Source: an optimization exercise on an open RTL-to-GDS flow (aim: small area). Production flows keep margins and buffers that such runs may drop. In this exercise RTL edits were held to simulation tests only and were not proved equivalent to the original. No activity file was given, so power comes from the tool's default toggle rates.

$ cat flow/design.v
module gen2_tx_core (
    input  wire        clk,
    input  wire        rst,
    input  wire        op_valid,
    output wire        op_ready,
    input  wire [2:0]  op,
    input  wire [31:0] sample_rate,
    input  wire [31:0] dac_rate,
    input  wire        select_enabled,
    input  wire [7:0]  q_param,
    input  wire [15:0] mask_count,
    input  wire [31:0] cap,
    input  wire [15:0] n_in,
    input  wire [15:0] in_bits,
    input  wire [5:0]  reg_num,
    input  wire [31:0] reg_wdata,
    input  wire        mc_valid,
    output wire        mc_ready,
    input  wire [7:0]  mc_char,
    output reg         rsp_valid,
    output reg  [3:0]  status,
    output reg  [31:0] written,
    output reg  [15:0] consumed,
    output reg  [31:0] rdata,
    output reg  [31:0] rpt_nq,
    output reg  [31:0] rpt_round,
    output reg  [31:0] rpt_slot,
    output wire        smp_valid,
    output wire        smp_data,
    input  wire        smp_ready
);
    localparam [15:0] PW_US        = 16'd12;
    localparam [15:0] DELIM_US     = 16'd12;
    localparam [15:0] TRCAL_US     = 16'd200;
    localparam [15:0] CW_US        = 16'd250;
    localparam [15:0] CW_QUERY_US  = 16'd1300;
    localparam [15:0] CW_ACK_US    = 16'd4600;
    localparam [15:0] CW_SELECT_US = 16'd300;
    localparam [15:0] SETTLE_US    = 16'd1500;
    localparam [15:0] P_DOWN_US    = 16'd2000;
    localparam [2:0] OP_CONSTRUCT = 3'd0, OP_STEP = 3'd1, OP_RD = 3'd2,
                     OP_WR = 3'd3, OP_REPORT = 3'd4, OP_SRESET = 3'd5;
    localparam [3:0] PH_START = 4'd0, PH_PDOWN = 4'd1, PH_SELECT = 4'd2,
                     PH_QUERY = 4'd3, PH_ACK = 4'd4, PH_CW = 4'd5,
                     PH_QREP = 4'd6, PH_QADJ = 4'd7, PH_NAKQ = 4'd8,
                     PH_NAKQR = 4'd9, PH_IDLE = 4'd10;
    localparam [3:0] ST_OK = 4'd0, ST_CAPACITY = 4'd1, ST_SEQ = 4'd2,
                     ST_PHASE = 4'd3, ST_CFG_RATE = 4'd4, ST_CFG_Q = 4'd5,
                     ST_CFG_MASK = 4'd6, ST_NOTREADY = 4'd9, ST_REG = 4'd10;
    localparam [3:0] SY_DATA0 = 4'd0, SY_DATA1 = 4'd1, SY_DELIM = 4'd2,
                     SY_RTCAL = 4'd3, SY_TRCAL = 4'd4, SY_CW = 4'd5,
                     SY_CWQ = 4'd6, SY_CWA = 4'd7, SY_CWS = 4'd8,
                     SY_SETTLE = 4'd9, SY_PDOWN = 4'd10;
    localparam [2:0] FS_QUERY = 3'd0, FS_QADJ = 3'd1, FS_SELECT = 3'd2,
                     FS_ACK = 3'd3, FS_QREP = 3'd4, FS_NAK = 3'd5;
    localparam [8:0]  QADJ_FRAME = 9'b1001_00_000;
    localparam [7:0]  NAK_BITS   = 8'b1100_0000;
    localparam [19:0] SEL_HDR    = 20'b1010_100_000_01_00100000;
    localparam [3:0] S_IDLE = 4'd0, S_MASK = 4'd1, S_MUL = 4'd2, S_DIV = 4'd3,
                     S_FIN = 4'd4, S_CRC5 = 4'd5, S_CRC16 = 4'd6,
                     S_CDONE = 4'd7, S_NEED = 4'd8, S_CHK = 4'd9,
                     S_EMIT = 4'd10;
    reg [3:0] state;
    reg        ready;
    reg [3:0]  cfg_status;
    reg [3:0]  phase;
    reg [1:0]  decode_target;
    reg [1:0]  gate_target;
    reg        expect_select;
    reg [31:0] nq;
    reg [31:0] cur_round;
    reg [31:0] cur_slot;
    reg [31:0] cfg_sample_rate;
    reg [31:0] cfg_dac_rate;
    reg        cfg_sel_en;
    reg [3:0]  cfg_q;
    reg [7:0]  mask_len;
    reg [254:0] mask;
    reg [31:0] len [0:10];
    reg [31:0] n_pw;
    reg [34:0] len_preamble;
    reg [34:0] len_fsync;
    reg [34:0] len_qrep;
    reg [34:0] len_nak;
    reg [21:0] query_fr;
    reg [15:0] sel_crc;
    reg [8:0]  sel_ones;
    reg        mask_bad;
    reg [7:0]  mc_idx;
    reg [3:0]  cidx;
    reg [47:0] dq;           
    reg [20:0] rem;
    reg [5:0]  dcnt;
    reg [4:0]  crc5;
    reg [15:0] crc16;
    reg [8:0]  bidx;
    reg [31:0] step_cap;
    reg [15:0] step_nin;
    reg [15:0] rn16;
    reg [43:0] need;
    reg        e_fs;         
    reg        e_tr;         
    reg [2:0]  e_src;        
    reg [8:0]  e_nbits;      
    reg [8:0]  e_ones;       
    reg        e_post;       
    reg [3:0]  e_post_sym;   
    reg [2:0]  seg;          
    reg [31:0] cnt;
    assign op_ready = (state == S_IDLE);
    assign mc_ready = (state == S_MASK) && (mc_idx != mask_len);
    function [15:0] count_dur;
        input [3:0] idx;
        begin
            case (idx)
                4'd0:  count_dur = 16'd2 * PW_US;
                4'd1:  count_dur = 16'd4 * PW_US;
                4'd2:  count_dur = DELIM_US;
                4'd3:  count_dur = PW_US;           
                4'd4:  count_dur = TRCAL_US;
                4'd5:  count_dur = CW_US;
                4'd6:  count_dur = CW_QUERY_US;
                4'd7:  count_dur = CW_ACK_US;
                4'd8:  count_dur = CW_SELECT_US;
                4'd9:  count_dur = SETTLE_US;
                default: count_dur = P_DOWN_US;
            endcase
        end
    endfunction
    function [31:0] sym_high;
        input [3:0] s;
        reg [33:0] t;
        begin
            case (s)
                SY_DATA0: sym_high = {1'b0, len[0][31:1]};
                SY_DATA1: begin
                    t = {2'b00, len[1]} * 34'd3;
                    sym_high = t[33:2];
                end
                SY_DELIM: sym_high = 32'd0;
                SY_RTCAL: sym_high = len[3] - ((n_pw < len[3]) ? n_pw : len[3]);
                SY_TRCAL: sym_high = len[4] - ((n_pw < len[4]) ? n_pw : len[4]);
                SY_PDOWN: sym_high = 32'd0;
                default:  sym_high = len[s];
            endcase
        end
    endfunction
    wire [16:0] query_prefix = {4'b1000, 1'b0, 2'b00, 1'b0,
                                cfg_sel_en ? 2'b11 : 2'b00, 2'b00, 1'b0, cfg_q};
    wire [27:0] sel_header = {SEL_HDR, mask_len};
    wire [9:0]  sel_mask_end = 10'd28 + {2'b00, mask_len};    
    function sel_bit;
        input [8:0] i;
        reg [9:0] k;
        begin
            if (i < 9'd28)
                sel_bit = sel_header[27 - i];
            else if ({1'b0, i} < sel_mask_end) begin
                k = {1'b0, i} - 10'd28;
                sel_bit = mask[k[7:0]];
            end else if ({1'b0, i} == sel_mask_end)
                sel_bit = 1'b0;
            else begin
                k = {1'b0, i} - sel_mask_end - 10'd1;
                sel_bit = sel_crc[15 - k[3:0]];
            end
        end
    endfunction
    function frame_bit;
        input [2:0] src;
        input [8:0] i;
        reg [17:0] ack;
        begin
            ack = {2'b01, rn16};
            case (src)
                FS_QUERY:  frame_bit = query_fr[21 - i];
                FS_QADJ:   frame_bit = QADJ_FRAME[8 - i];
                FS_SELECT: frame_bit = sel_bit(i);
                FS_ACK:    frame_bit = ack[17 - i];
                FS_NAK:    frame_bit = NAK_BITS[7 - i];
                default:   frame_bit = 1'b0;
            endcase
        end
    endfunction
    reg [3:0]  cur_sym;
    reg        cur_act;
    always @(*) begin
        cur_sym = SY_DELIM;
        cur_act = 1'b0;
        case (seg)
            3'd0: begin cur_sym = SY_DELIM; cur_act = e_fs; end
            3'd1: begin cur_sym = SY_DATA0; cur_act = e_fs; end
            3'd2: begin cur_sym = SY_RTCAL; cur_act = e_fs; end
            3'd3: begin cur_sym = SY_TRCAL; cur_act = e_tr; end
            3'd4: begin
                cur_sym = frame_bit(e_src, bidx) ? SY_DATA1 : SY_DATA0;
                cur_act = (bidx < e_nbits);
            end
            3'd5: begin cur_sym = e_post_sym; cur_act = e_post; end
            default: begin cur_sym = SY_DELIM; cur_act = 1'b0; end
        endcase
    end
    wire [31:0] cur_total = cur_act ? len[cur_sym] : 32'd0;
    wire [31:0] cur_high  = sym_high(cur_sym);
    wire        in_sym    = (state == S_EMIT) && (cnt < cur_total);
    assign smp_valid = in_sym;
    assign smp_data  = in_sym && (cnt < cur_high);
    wire [43:0] need_calc =
          (e_fs ? {9'd0, len_fsync} : 44'd0)
        + (e_tr ? {12'd0, len[4]} : 44'd0)
        + ({35'd0, e_ones} * {12'd0, len[1]})
        + ({35'd0, e_nbits - e_ones} * {12'd0, len[0]})
        + (e_post ? {12'd0, len[e_post_sym]} : 44'd0);
    wire [20:0] rem_sh  = {rem[19:0], dq[47]};
    wire        rem_ge  = (rem_sh >= 21'd1000000);
    function [31:0] sat32;
        input [34:0] v;
        begin
            sat32 = (v[34:32] != 3'd0) ? 32'hFFFFFFFF : v[31:0];
        end
    endfunction
    reg [31:0] rd_val;
    reg        rd_ok;
    always @(*) begin
        rd_ok  = 1'b1;
        rd_val = 32'd0;
        case (reg_num)
            6'h00: rd_val = {28'd0, phase};
            6'h01: rd_val = {30'd0, decode_target};
            6'h02: rd_val = {30'd0, gate_target};
            6'h03: rd_val = {31'd0, expect_select};
            6'h04: rd_val = nq;
            6'h05: rd_val = cur_round;
            6'h06: rd_val = cur_slot;
            6'h07: rd_val = {31'd0, ready};
            6'h08: rd_val = {28'd0, cfg_status};
            6'h10: rd_val = cfg_sample_rate;
            6'h11: rd_val = cfg_dac_rate;
            6'h12: rd_val = {31'd0, cfg_sel_en};
            6'h13: rd_val = {28'd0, cfg_q};
            6'h14: rd_val = {24'd0, mask_len};
            6'h15: rd_val = 32'd22;
            6'h16: rd_val = 32'd9;
            6'h17: rd_val = 32'd45 + {24'd0, mask_len};
            6'h20, 6'h21, 6'h22, 6'h23, 6'h24, 6'h25,
            6'h26, 6'h27, 6'h28, 6'h29, 6'h2A:
                   rd_val = len[reg_num[3:0]];
            6'h2B: rd_val = sat32(len_preamble);
            6'h2C: rd_val = sat32(len_fsync);
            6'h2D: rd_val = sat32(len_qrep);
            6'h2E: rd_val = sat32(len_nak);
            default: rd_ok = 1'b0;
        endcase
    end
    always @(posedge clk) begin
        rsp_valid <= 1'b0;
        if (rst) begin
            state      <= S_IDLE;
            ready      <= 1'b0;
            cfg_status <= ST_OK;
        end else begin
            case (state)
            S_IDLE: if (op_valid) begin
                written  <= 32'd0;
                consumed <= 16'd0;
                rdata    <= 32'd0;
                case (op)
                OP_CONSTRUCT: begin
                    ready           <= 1'b0;
                    cfg_sample_rate <= sample_rate;
                    cfg_dac_rate    <= dac_rate;
                    cfg_sel_en      <= select_enabled;
                    cfg_q           <= q_param[3:0];
                    mask_len        <= mask_count[7:0];
                    mask_bad        <= 1'b0;
                    mc_idx          <= 8'd0;
                    if (sample_rate == 32'd0 || dac_rate == 32'd0) begin
                        cfg_status <= ST_CFG_RATE;
                        status     <= ST_CFG_RATE;
                        rsp_valid  <= 1'b1;
                    end else if (q_param > 8'd15) begin
                        cfg_status <= ST_CFG_Q;
                        status     <= ST_CFG_Q;
                        rsp_valid  <= 1'b1;
                    end else if (mask_count > 16'd255) begin
                        cfg_status <= ST_CFG_MASK;
                        status     <= ST_CFG_MASK;
                        rsp_valid  <= 1'b1;
                    end else begin
                        state <= S_MASK;
                    end
                end
                OP_STEP: begin
                    step_cap <= cap;
                    step_nin <= n_in;
                    rn16     <= in_bits;
                    if (!ready) begin
                        status    <= ST_NOTREADY;
                        rsp_valid <= 1'b1;
                    end else if (phase > PH_IDLE) begin
                        status    <= ST_PHASE;
                        rsp_valid <= 1'b1;
                    end else if (phase == PH_ACK && n_in != 16'd16) begin
                        status    <= ST_SEQ;
                        consumed  <= n_in;
                        rsp_valid <= 1'b1;
                    end else begin
                        e_fs       <= 1'b0;
                        e_tr       <= 1'b0;
                        e_src      <= FS_QREP;
                        e_nbits    <= 9'd0;
                        e_ones     <= 9'd0;
                        e_post     <= 1'b0;
                        e_post_sym <= SY_CW;
                        case (phase)
                        PH_START: begin
                            e_post <= 1'b1; e_post_sym <= SY_SETTLE;
                        end
                        PH_PDOWN: begin
                            e_post <= 1'b1; e_post_sym <= SY_PDOWN;
                        end
                        PH_SELECT: begin
                            e_fs <= 1'b1;
                            e_src <= FS_SELECT;
                            e_nbits <= 9'd45 + {1'b0, mask_len};
                            e_ones <= sel_ones;
                            e_post <= 1'b1; e_post_sym <= SY_CWS;
                        end
                        PH_QUERY: begin
                            e_fs <= 1'b1; e_tr <= 1'b1;
                            e_src <= FS_QUERY;
                            e_nbits <= 9'd22;
                            e_ones <= $countones(query_fr);
                            e_post <= 1'b1; e_post_sym <= SY_CWQ;
                        end
                        PH_ACK: begin
                            e_fs <= 1'b1;
                            e_src <= FS_ACK;
                            e_nbits <= 9'd18;
                            e_ones <= 9'd1 + $countones(in_bits);
                        end
                        PH_CW: begin
                            e_post <= 1'b1; e_post_sym <= SY_CWA;
                        end
                        PH_QREP: begin
                            e_fs <= 1'b1;
                            e_src <= FS_QREP;
                            e_nbits <= 9'd4;
                            e_ones <= 9'd0;
                            e_post <= 1'b1; e_post_sym <= SY_CWQ;
                        end
                        PH_QADJ: begin
                            e_fs <= 1'b1;
                            e_src <= FS_QADJ;
                            e_nbits <= 9'd9;
                            e_ones <= 9'd2;
                            e_post <= 1'b1; e_post_sym <= SY_CWQ;
                        end
                        PH_NAKQ, PH_NAKQR: begin
                            e_fs <= 1'b1;
                            e_src <= FS_NAK;
                            e_nbits <= 9'd8;
                            e_ones <= 9'd2;
                            e_post <= 1'b1; e_post_sym <= SY_CW;
                        end
                        default: ;    
                        endcase
                        state <= S_NEED;
                    end
                end
                OP_RD: begin
                    if (reg_num == 6'h07 || reg_num == 6'h08) begin
                        status <= ST_OK;
                        rdata  <= rd_val;
                    end else if (!ready) begin
                        status <= ST_NOTREADY;
                    end else if (!rd_ok) begin
                        status <= ST_REG;
                    end else begin
                        status <= ST_OK;
                        rdata  <= rd_val;
                    end
                    rsp_valid <= 1'b1;
                end
                OP_WR: begin
                    if (!ready)
                        status <= ST_NOTREADY;
                    else if (reg_num == 6'h00) begin
                        phase  <= reg_wdata[3:0];
                        status <= ST_OK;
                    end else if (reg_num == 6'h01) begin
                        decode_target <= reg_wdata[1:0];
                        status <= ST_OK;
                    end else if (reg_num == 6'h02) begin
                        gate_target <= reg_wdata[1:0];
                        status <= ST_OK;
                    end else
                        status <= ST_REG;
                    rsp_valid <= 1'b1;
                end
                OP_REPORT: begin
                    if (!ready)
                        status <= ST_NOTREADY;
                    else begin
                        rpt_nq    <= nq;
                        rpt_round <= cur_round;
                        rpt_slot  <= cur_slot;
                        phase     <= PH_START;
                        status    <= ST_OK;
                    end
                    rsp_valid <= 1'b1;
                end
                default: begin    
                    if (!ready)
                        status <= ST_NOTREADY;
                    else begin
                        phase  <= PH_START;
                        status <= ST_OK;
                    end
                    rsp_valid <= 1'b1;
                end
                endcase
            end
            S_MASK: begin
                if (mc_idx == mask_len) begin
                    if (mask_bad) begin
                        cfg_status <= ST_CFG_MASK;
                        status     <= ST_CFG_MASK;
                        rsp_valid  <= 1'b1;
                        state      <= S_IDLE;
                    end else begin
                        cidx  <= 4'd0;
                        state <= S_MUL;
                    end
                end else if (mc_valid) begin
                    mask[mc_idx] <= (mc_char == 8'h31);
                    if (mc_char != 8'h30 && mc_char != 8'h31)
                        mask_bad <= 1'b1;
                    mc_idx <= mc_idx + 8'd1;
                end
            end
            S_MUL: begin
                dq    <= count_dur(cidx) * cfg_dac_rate;
                rem   <= 21'd0;
                dcnt  <= 6'd0;
                state <= S_DIV;
            end
            S_DIV: begin
                if (rem_ge)
                    rem <= rem_sh - 21'd1000000;
                else
                    rem <= rem_sh;
                dq   <= {dq[46:0], rem_ge};
                dcnt <= dcnt + 6'd1;
                if (dcnt == 6'd47) begin
                    if (cidx == 4'd3)
                        n_pw <= {dq[30:0], rem_ge};
                    else
                        len[cidx] <= {dq[30:0], rem_ge};
                    if (cidx == 4'd10)
                        state <= S_FIN;
                    else begin
                        cidx  <= cidx + 4'd1;
                        state <= S_MUL;
                    end
                end
            end
            S_FIN: begin
                len[3]       <= len[0] + len[1];
                len_fsync    <= {3'd0, len[2]} + {3'd0, len[0]} + {3'd0, len[0]} + {3'd0, len[1]};
                len_preamble <= {3'd0, len[2]} + {3'd0, len[0]} + {3'd0, len[0]} + {3'd0, len[1]}
                              + {3'd0, len[4]};
                len_qrep     <= {3'd0, len[2]} + {3'd0, len[0]} + {3'd0, len[0]} + {3'd0, len[1]}
                              + 35'd4 * {3'd0, len[0]};
                len_nak      <= {3'd0, len[2]} + {3'd0, len[0]} + {3'd0, len[0]} + {3'd0, len[1]}
                              + 35'd2 * {3'd0, len[1]} + 35'd6 * {3'd0, len[0]};
                crc5  <= 5'b01001;
                bidx  <= 9'd0;
                state <= S_CRC5;
            end
            S_CRC5: begin
                if (crc5[4] ^ query_prefix[16 - bidx])
                    crc5 <= {crc5[3:0], 1'b0} ^ 5'b01001;
                else
                    crc5 <= {crc5[3:0], 1'b0};
                if (bidx == 9'd16) begin
                    bidx     <= 9'd0;
                    crc16    <= 16'hFFFF;
                    sel_ones <= 9'd0;
                    state    <= S_CRC16;
                end else
                    bidx <= bidx + 9'd1;
            end
            S_CRC16: begin
                if (bidx == 9'd0)
                    query_fr <= {query_prefix, crc5};
                if (crc16[15] ^ sel_bit(bidx))
                    crc16 <= {crc16[14:0], 1'b0} ^ 16'h1021;
                else
                    crc16 <= {crc16[14:0], 1'b0};
                sel_ones <= sel_ones + {8'd0, sel_bit(bidx)};
                if ({1'b0, bidx} == sel_mask_end)
                    state <= S_CDONE;
                else
                    bidx <= bidx + 9'd1;
            end
            S_CDONE: begin
                sel_crc       <= ~crc16;
                sel_ones      <= sel_ones + $countones(~crc16);
                phase         <= PH_START;
                nq            <= 32'd0;
                cur_round     <= 32'd0;
                cur_slot      <= 32'd0;
                decode_target <= 2'd0;
                gate_target   <= 2'd0;
                expect_select <= 1'b0;
                cfg_status    <= ST_OK;
                ready         <= 1'b1;
                status        <= ST_OK;
                rsp_valid     <= 1'b1;
                state         <= S_IDLE;
            end
            S_NEED: begin
                need  <= need_calc;
                state <= S_CHK;
            end
            S_CHK: begin
                if (need > {12'd0, step_cap}) begin
                    status    <= ST_CAPACITY;
                    rsp_valid <= 1'b1;
                    state     <= S_IDLE;
                end else begin
                    seg   <= 3'd0;
                    bidx  <= 9'd0;
                    cnt   <= 32'd0;
                    state <= S_EMIT;
                end
            end
            S_EMIT: begin
                if (seg == 3'd6) begin
                    case (phase)
                    PH_START: begin
                        if (cfg_sel_en) begin
                            expect_select <= 1'b1;
                            phase <= PH_SELECT;
                        end else
                            phase <= PH_QUERY;
                    end
                    PH_PDOWN:  phase <= PH_START;
                    PH_SELECT: phase <= PH_QUERY;
                    PH_QUERY: begin
                        nq            <= nq + 32'd1;
                        decode_target <= 2'd1;
                        gate_target   <= 2'd1;
                        cur_round     <= cur_round + 32'd1;
                        cur_slot      <= 32'd0;
                        phase         <= PH_IDLE;
                    end
                    PH_ACK: begin
                        decode_target <= 2'd2;
                        gate_target   <= 2'd2;
                        phase         <= PH_CW;
                    end
                    PH_CW: phase <= PH_IDLE;
                    PH_QREP, PH_QADJ: begin
                        nq       <= nq + 32'd1;
                        cur_slot <= cur_slot + 32'd1;
                        phase    <= PH_IDLE;
                    end
                    PH_NAKQ:  phase <= PH_QUERY;
                    PH_NAKQR: phase <= PH_QREP;
                    default: ;
                    endcase
                    status    <= ST_OK;
                    written   <= need[31:0];
                    consumed  <= step_nin;
                    rsp_valid <= 1'b1;
                    state     <= S_IDLE;
                end else if (in_sym) begin
                    if (smp_ready)
                        cnt <= cnt + 32'd1;
                end else begin
                    cnt <= 32'd0;
                    if (seg == 3'd4 && cur_act && (bidx + 9'd1 < e_nbits))
                        bidx <= bidx + 9'd1;
                    else begin
                        bidx <= 9'd0;
                        seg  <= seg + 3'd1;
                    end
                end
            end
            default: state <= S_IDLE;
            endcase
        end
    end
endmodule
$ cat flow/run.sh
#!/bin/bash
# synth_recipe.tcl (not shown) runs the flow's synth.tcl, then flattens the netlist and writes it again
# the make line also repeats each setting of config.mk as NAME=value (left out here)
make -C /OpenROAD-flow-scripts/flow DESIGN_CONFIG=/design/flow/config.mk WORK_HOME=/design/flow/orfs CLKGATE_MAP_FILE= SYNTH_SCRIPT=/design/flow/synth_recipe.tcl finish
$ cat flow/config.mk
export PLATFORM = sky130hd
export DESIGN_NAME = gen2_tx_core
export DESIGN_NICKNAME = gen2_tx_core
export VERILOG_FILES = /design/flow/design.v
export SDC_FILE = /design/flow/constraint.sdc
export NUM_CORES = 4
export LEC_CHECK = 0
export CAP_MARGIN = 20
export CORE_MARGIN = 2
export CORE_UTILIZATION = 40
export SLEW_MARGIN = 20
$ cat flow/constraint.sdc
create_clock -name core_clock -period 15.0 [get_ports {clk}]
set_input_delay 3.0000 -clock core_clock [delete_from_list [all_inputs] [get_ports {clk}]]
set_output_delay 3.0000 -clock core_clock [all_outputs]
set_load 0.01 [all_outputs]
==> results.txt <==
registers in the layout, summed over array words and instances (netlist names), 34 cells and up, named ones only:
register      count
dq               48
len_nak          35
len_qrep         34
mask            255
need             44
len             512
len_preamble     35
worst min path at each step:
| stage | start | end |
|---|---|---|
| CTS | crc5[3]$_SDFFCE_PN1P_ | query_fr[3]$_DFFE_PP_ |
| global route | crc5[3]$_SDFFCE_PN1P_ | query_fr[3]$_DFFE_PP_ |
| global placement | crc5[3]$_SDFFCE_PN1P_ | query_fr[3]$_DFFE_PP_ |
| floorplan | crc5[0]$_SDFFCE_PN1P_ | query_fr[0]$_DFFE_PP_ |
| detailed placement | crc5[3]$_SDFFCE_PN1P_ | query_fr[3]$_DFFE_PP_ |
| finish | crc5[3]$_SDFFCE_PN1P_ | query_fr[3]$_DFFE_PP_ |
worst max-delay path, delay by kind of cell (launching register included):
| kind | cells | cell delay [ns] |
|---|---|---|
| buffers and inverters | 4 | 1.71 |
| AND/OR/NAND/NOR | 7 | 1.47 |
| multiplexers | 3 | 1.14 |
| flip-flops | 1 | 0.40 |
| adder cells (fa/ha/maj) | 2 | 0.92 |
| AO/OA/AOI/OAI | 15 | 4.45 |
cell usage after synthesis (19+ instances only):
library cell	number	area [um2]
ha_1	824	10300
or2_0	19	119
nand3_1	196	981
edfxtp_1	1620	48600
dfxtp_1	23	460
or3_1	54	338
and3_1	129	807
a22oi_1	66	495
o21bai_1	47	353
a21oi_1	477	2390
fa_1	964	19300
nor2_1	605	2270
buf_1	61	229
mux4_2	336	7570
nor4_1	47	294
a21boi_0	27	203
nand2_1	1280	4800
o2111ai_1	21	184
o211ai_1	87	653
o31ai_1	69	518
xnor2_1	286	2500
o22ai_1	27	169
mux2i_1	288	2880
mux2_2	47	529
xor2_1	235	2060
a22o_1	33	289
nand2b_1	117	732
nor2b_1	76	475
a221oi_1	36	315
o21ai_0	926	4630
clkbuf_1	516	1940
inv_1	1257	4720
or2_2	24	150
o21a_1	68	510
and2_1	461	2880
nand4_1	112	701
a21o_1	187	1400
and4_1	26	228
a31oi_1	76	475
a211oi_1	70	526
nor3_1	131	656
o221ai_1	31	272
layer usage:
| layer | up-vias | global-route usage [%] |
|---|---|---|
| li1 | 44000 | - |
| met1 | 51000 | 38.0 |
| met2 | 5119 | 41.7 |
| met3 | 897 | 6.95 |
| met4 | 16 | 13.3 |
| met5 | - | 0 |
layout make-up:
class / instances / area, um2
fill: 31100 / 182000
multi-input combinational: 8750 / 76600
clock inverter: 113 / 1340
inverter: 1261 / 4740
timing repair buffer: 649 / 5880
clock buffer: 240 / 5140
sequential: 1643 / 49100
antenna: 31 / 77.6
tap: 4366 / 5460
where the power goes:
part / total [mW] / leakage (nW) / internal (mW) / switching, mW
registers: 5.52 / 15.1 / 5.41 / 0.108
clock network: 4.97 / 3.16 / 2.89 / 2.09
logic: 5.17 / 40.2 / 2.17 / 3.00
stage by stage:
stage	worst slack, ns	area, um2	instances	power (mW)
CTS	1.00	148000	17000	15.7
floorplan	1.13	133000	12300	9.35
global route	0.706	148000	17000	16.6
detailed placement	2.04	142000	16700	10.7
finish	0.892	148000	17100	15.7
global placement	2.04	142000	16700	10.7
kinds of logic after synthesis:
| group | share of synthesized area [%] |
|---|---|
| DFF | 37.0 |
| adders and majority gates | 22.3 |
| buffers and inverters | 5.52 |
| xor gates and xnor gates | 3.44 |
| AOI/OAI and AO/OA | 11.3 |
| muxes | 8.32 |
| and+or+nand+nor | 12.0 |
==> flow_summary.yaml <==
clock_network:
  numCtsBuffers: 195
  clock-sinks: 1643
  root_buffer: "clkbuf_16"
  cts_tree: "done"
  holdBufCountCts: 0
  htreeDepth: 4
  cts_setup_buffers: 0
  clkLatencyLatePin_ns: 0.94
  post_cts_resized: 0
  clock_path_buffers: 4
  path_clk_slew_ns: 0.07
yosys:
  ys.flop_type: "edfxtp_1"
  async_flop_share_pct: 0
  synth_seq_area_share_pct: 37.0
  syn-cell-area_um2: 133000
  synth-seq-cells: 1643
  synth_edf_count: 1620
  netlist_instances: 12300
  synth.distinct_cells: 99
  syn-num-nets: 14300
  synth.avg_cell_area_um2: 10.8
  yosys_warnings: 1
drt:
  dr_wl_met2_mm: 204
  dr.pass1.iters: 9
  antenna_left: 0
  wl_met1_mm: 193
  drt_iter0_markers: 11800
  wl_met3_mm: 53.8
  drt-wirelength-per-cell_um: 28.0
  routed.top_layer: "met5"
  drc: 0
  routed_wirelength_mm: 478
  vias_per_cell: 5.92
  vias: 101000
timing:
  fin_worst_skew_ns: 0.0833
  fin_hold_ws_ns: 0.452
  min_period_ns: 14.11
  rsz0062_at_grt: "no"
  maxSlewViolCount: 0
  worst_pin_slew_ns: 1.28
  setup_viol: 0
  fin_tns_setup_ns: 0
  fin_crit_sh_pct: 94.1
  relSlewSlack_pct: 12.0
  hold_viol: 0
  max_freq_mhz: 70.9
placement:
  port_buffers: 363
  hpwlAfterDp_mm: 366
  gp_congestion: 0.997
global_route:
  antenna_found_initial: 34
  grt_start_max_net_pins: 175
  grt_pass1_wl_mm: 688
  grt-ovfl-total: 0
  grtUsageTotal_pct: 27.9
  grt_pass1_vias: 98800
floorplan:
  start_util_pct: 40.2
  die_y_um: 580
  core.rowCount: 211
  io_pins: 392
  dieArea_um2: 336000
  die_w_um: 580
  core_area_um2: 330000
worst_setup_path:
  cpMostUsedCell: "a21o_1"
  worstPathArrival_ns: 11.11
  crit_type: "register to output pin"
  crit_fanout: 45
  r2r-end: "need[42]$_DFFE_PP_"
  regToRegStartpoint: "e_ones[0]$_SDFFCE_PN0P_"
  reg2reg_slack_ns: 4.54
  critPathRequiredTime_ns: 12.00
  crit_start: "bidx[2]$_SDFFCE_PN0P_"
  max_stage_delay_ns: 0.99
  cpMaxStageDelayCell: "a211oi_2"
  crit_path_start_kind: "register"
  crit_path_end_kind: "output pin"
  r2r_cells: 37
  cp-endpoint: "smp_data"
finish:
  final_core_util_pct: 45.0
  final_cell_mix: "edfxtp_1 (1620), nand2_1 (1277), inv_1 (1255)"
  layout_commonest_cell: "edfxtp_1"
  drive_above_1_share_pct: 8.76
  area_growth_pct: 11.9
  nets: 14500
power_and_ir_drop:
  leakage_nw: 58.5
  power_density_nw_per_um2: 106
  ir_worst_vdd_mv: 0.209
hold_path:
  hp-class: "register to register"
  holdPathStages: 0
run_status:
  outcome: "no timing/DRC/antenna violations"
flow_run:
  maxCapViolCount: 0

-- what the ideal ports hide --
Ports are ideal in the flow. The routed layout listed here was re-timed in OpenROAD.
Step 1: set_driving_cell puts a clkbuf_16 on clk and a buf_2 on each other input, an assumption about the parent block.
Step 2 also shifts input and output timing later by t, the mid clock arrival at the registers, as if the neighbouring blocks saw the same clock.
Three values: no drivers, after step 1, after step 2; two values: the first two.
t, ns: 0.994
setup WS [ns]: 0.892 / 0.792 / 1.786
slew at the worst register clock pin (ns): 0.07 / 0.07
After both steps setup and hold are still met in this run. For this run, drivers alone change the setup slack by -0.100 ns; drivers and shift together by +0.894 ns.
